This is an optimization exercise on Yosys and OpenROAD, whose aim is small area and a short achievable clock period, not a production implementation.
Only simulation tests tie the RTL to the original design; equivalence was not proved.

run A:
// ooo_engine
module ooo_engine (
    input  logic         clk,
    input  logic         rst,
    input  logic [1:0]   tr_cnt,
    input  logic [3:0]   tr_op,
    input  logic [13:0]  tr_dst,
    input  logic [13:0]  tr_src1,
    input  logic [13:0]  tr_src2,
    output logic [1:0]   tr_pop,
    output logic [1:0]   rt_valid,
    output logic [31:0]  rt_seq,
    output logic [3:0]   rt_op,
    output logic [13:0]  rt_dst,
    output logic [13:0]  rt_src1,
    output logic [13:0]  rt_src2,
    output logic [287:0] rt_cyc,
    output logic [287:0] rt_dur,
    output logic         done,
    output logic [15:0]  cycles,
    output logic [15:0]  count
);
  localparam int RECW = 23;
  localparam int UW = 11;
  localparam int STW = 31;
  function automatic logic [2:0] latency(input logic [1:0] op);
    case (op)
      2'd0:    latency = 3'd1;
      2'd1:    latency = 3'd2;
      default: latency = 3'd5;
    endcase
  endfunction
  function automatic logic [16:0] radd(input logic [15:0] a, input logic [15:0] b, input logic ci);
    logic c;
    c = ci;
    for (int i = 0; i < 16; i++) begin
      radd[i] = a[i] ^ b[i] ^ c;
      c = (a[i] & b[i]) | (c & (a[i] ^ b[i]));
    end
    radd[16] = c;
  endfunction
  function automatic logic [7:0] add8(input logic [7:0] a, input logic [7:0] b);
    logic [16:0] t;
    t = radd({8'd0, a}, {8'd0, b}, 1'b0);
    add8 = t[7:0];
  endfunction
  function automatic logic [8:0] sub8(input logic [7:0] a, input logic [7:0] b);
  ...
Settings: LEC_CHECK=0, CAP_MARGIN=20, CORE_MARGIN=2, CORE_UTILIZATION=60, CTS_CLUSTER_DIAMETER=100, CTS_CLUSTER_SIZE=25, SLEW_MARGIN=20; clock period 80.0 ns.
standard.sh (not shown) runs the stock make flow with config.mk's settings and CLKGATE_MAP_FILE= SYNTH_SCRIPT=/design/flow/synth_recipe.tcl, a recipe that flattens the netlist after the stock synthesis.
==> flow/flow/run.sh <==
#!/bin/bash
# The standard layout (standard.sh) with these changes:
# - synthesis: the standard synthesis with ABC_AREA=1, flow/area.abc as
#   ABC's area script, and the weakest (size 0) cells left out of ABC's
#   mapping. ORFS's scripts are copied to myscripts/ with only those two
#   things changed; the steps before ABC, and so the registers, are the same;
# - the port buffers are the smallest buffer;
# - repair_timing is asked for a setup margin that makes it work on the
#   input-to-output paths.
# Each step's full output goes to a log here (flow_synth.log, flow_make.log);
# each ORFS step also keeps its own log under orfs/logs.
set -euo pipefail
rm -rf myscripts
cp -r "$FLOW_HOME/scripts" myscripts
cp flow/area.abc myscripts/abc_area.script
sed -i 's|^set lib_dont_use_args ""$|set lib_dont_use_args "-dont_use sky130_fd_sc_hd__*_0"|' myscripts/synth_preamble.tcl
grep -q 'set lib_dont_use_args "-dont_use sky130_fd_sc_hd__\*_0"' myscripts/synth_preamble.tcl
KNOBS=("BUFFER_PORTS_ARGS=-buffer_cell sky130_fd_sc_hd__buf_1" "SETUP_SLACK_MARGIN=50")
bash standard.sh synth "SCRIPTS_DIR=$PWD/myscripts" ABC_AREA=1 "${KNOBS[@]}" > flow_synth.log 2>&1
bash standard.sh finish "${KNOBS[@]}" > flow_make.log 2>&1
==> flow/flow/area.abc <==
strash
dc2
dch -f
map -a
strash
dc2
dch -f
map -a
strash
dch -f
map -a
topo
#### Input delta (run B over run A)
--- a/flow/design.v
+++ b/flow/design.v
@@ -116,19 +116,19 @@
   logic [3:0]             head, tail;
   logic [4:0]             rob_cnt;
   logic [15:0]            rob_v, rob_s1, rob_s0, rob_cmp;
   logic [15:0]            rob_rdy, rob_iss;
   assign rob_rdy = rob_s1 & rob_s0;
   assign rob_iss = rob_s0 & ~rob_s1;
   logic [15:0][RECW-1:0]  rob_rec;
   logic [15:0][STW-1:0]   rob_st;
   logic [1:0]             o_v;
-  logic                   pok1, pok2;    
+  logic                   npok1, npok2;  
   logic [15:0]            n_s1, n_s0;
   logic [7:0]             n_t1v, n_t2v;
   logic [1:0][RECW-1:0]   o_rec;
   logic [1:0][14:0]       o_st;    
   logic [7:0]  cyc0, cyc1;
   logic [16:0] cyc_inc;
   assign cyc_inc = radd(cycle, 16'd0, 1'b1);
   assign cyc0 = cycle[7:0];
   assign cyc1 = cyc_inc[7:0];
@@ -351,22 +351,22 @@
   assign n_rdy   = n_s1 & n_s0;
   assign n_head  = head + {2'd0, nret};
   always_comb for (int k = 0; k < 16; k++) n_hsel[k] = n_head == 4'(k);
   assign n_r0 = |(n_hsel & n_rob_v & n_rdy);
   assign n_r1 = |({n_hsel[14:0], n_hsel[15]} & n_rob_v & n_rdy);
   assign n_de_left = de_after(add2(d_left, mv), n_rr_cnt, n_rn_cnt, n_de_cnt, n_rob_cnt,
                               n_r0, n_r1, n_iq_v, n_iq_v & ~n_t1v & ~n_t2v);
   always_ff @(posedge clk) begin
     if (rst) begin
-      pok1 <= 1'b1; pok2 <= 1'b1;
+      npok1 <= 1'b0; npok2 <= 1'b0;
     end else if (!done) begin
-      pok1 <= ~n_done & ~n_trace_done & (n_de_left != 2'd2);
-      pok2 <= ~n_done & ~n_trace_done & (n_de_left == 2'd0);
+      npok1 <= n_done | n_trace_done | (n_de_left == 2'd2);
+      npok2 <= n_done | n_trace_done | (n_de_left != 2'd0);
     end
   end
   always_ff @(posedge clk) begin
     if (rst) begin
       cycle <= '0; seq_next <= '0; trace_done <= 1'b0; done <= 1'b0;
       de_cnt <= '0; rn_cnt <= '0; rr_cnt <= '0; di_cnt <= '0;
       iq_v <= '0; head <= '0; tail <= '0; rob_cnt <= '0; rob_v <= '0;
       o_v <= '0;
     end else if (!done) begin
@@ -470,20 +470,20 @@
       if (we_is[k]) rob_st[k][24:19] <= cyc1[5:0];
       if (we_ex[k]) rob_st[k][30:25] <= cyc1[5:0];
       rob_s1[k] <= n_s1[k];
       rob_s0[k] <= n_s0[k];
       rob_cmp[k] <= cmp_next[k];
     end
   end
   assign pop_ok1 = ~done & ~trace_done & (de_left != 2'd2);
   assign pop_ok2 = ~done & ~trace_done & (de_left == 2'd0);
-  assign tr_pop[1] = ~rst & pok2 & tr_cnt[1];
-  assign tr_pop[0] = ~rst & pok1 & ((tr_cnt[0] & ~tr_cnt[1]) | (~pok2 & tr_cnt[1]));
+  assign tr_pop[1] = ~(rst | npok2 | ~tr_cnt[1]);
+  assign tr_pop[0] = ~(rst | npok1 | ~((tr_cnt[0] & ~tr_cnt[1]) | (npok2 & tr_cnt[1])));
   assign cycles   = cycle;
   assign count    = seq_next;
   assign rt_valid = o_v;
   logic [4:0]  infl;
   logic [15:0] seq0;
   logic [16:0] seq0t, seq1t;
   assign infl = {3'd0, de_cnt} + {3'd0, rn_cnt} + rob_cnt + {4'd0, o_v[0]} + {4'd0, o_v[1]};
   assign seq0t = radd(seq_next, ~{11'd0, infl}, 1'b1);
   assign seq0 = seq0t[15:0];
Results
From run A to run B the numbers moved as follows: compound-gate portion of the synthesized area moved down, wire length of the first global-routing pass climbed 2.8%, critical path depth went up by 1, sequential standard cell area now sits at about the same level. Taking run A as the reference point, the final net count of run B falls by about 1%. In terms of fmax, run B and run A differ only marginally. In the flow results for run A and run B, the setup slack after placement is larger on run A.

-- what the ideal ports hide --
The results above use ideal ports. As a check the final layouts listed here were re-extracted and re-timed, cells and wires unchanged.
Step 1: set_driving_cell puts a clkbuf_16 on clk and a buf_2 on each other input, an assumption about the parent block.
Step 2 times the ports against the registers' clock, not the clock port: input delays grow and output delays shrink by t, the midpoint of the rising clock arrivals with the driver on.
Three values: ideal, step 1, step 2; two values: the first two.
| run | t (ns) | setup WS [ns] | hold slack, ns | clock arrival spread, ns | worst slew at a driven data input, ns |
|---|---|---|---|---|---|
| run A | 0.788 | 47.493 / 47.422 / 47.422 | 0.423 / 0.423 / 0.423 | 0.073 / 0.073 | 0.11 |
| run B | 0.792 | 47.517 / 47.468 / 47.468 | 0.413 / 0.413 / 0.413 | 0.040 / 0.040 | 0.07 |
After both steps every run listed still meets setup and hold. The setup slack of run A, which loses most, moves by -0.071 ns with the drivers and by -0.071 ns with both steps.
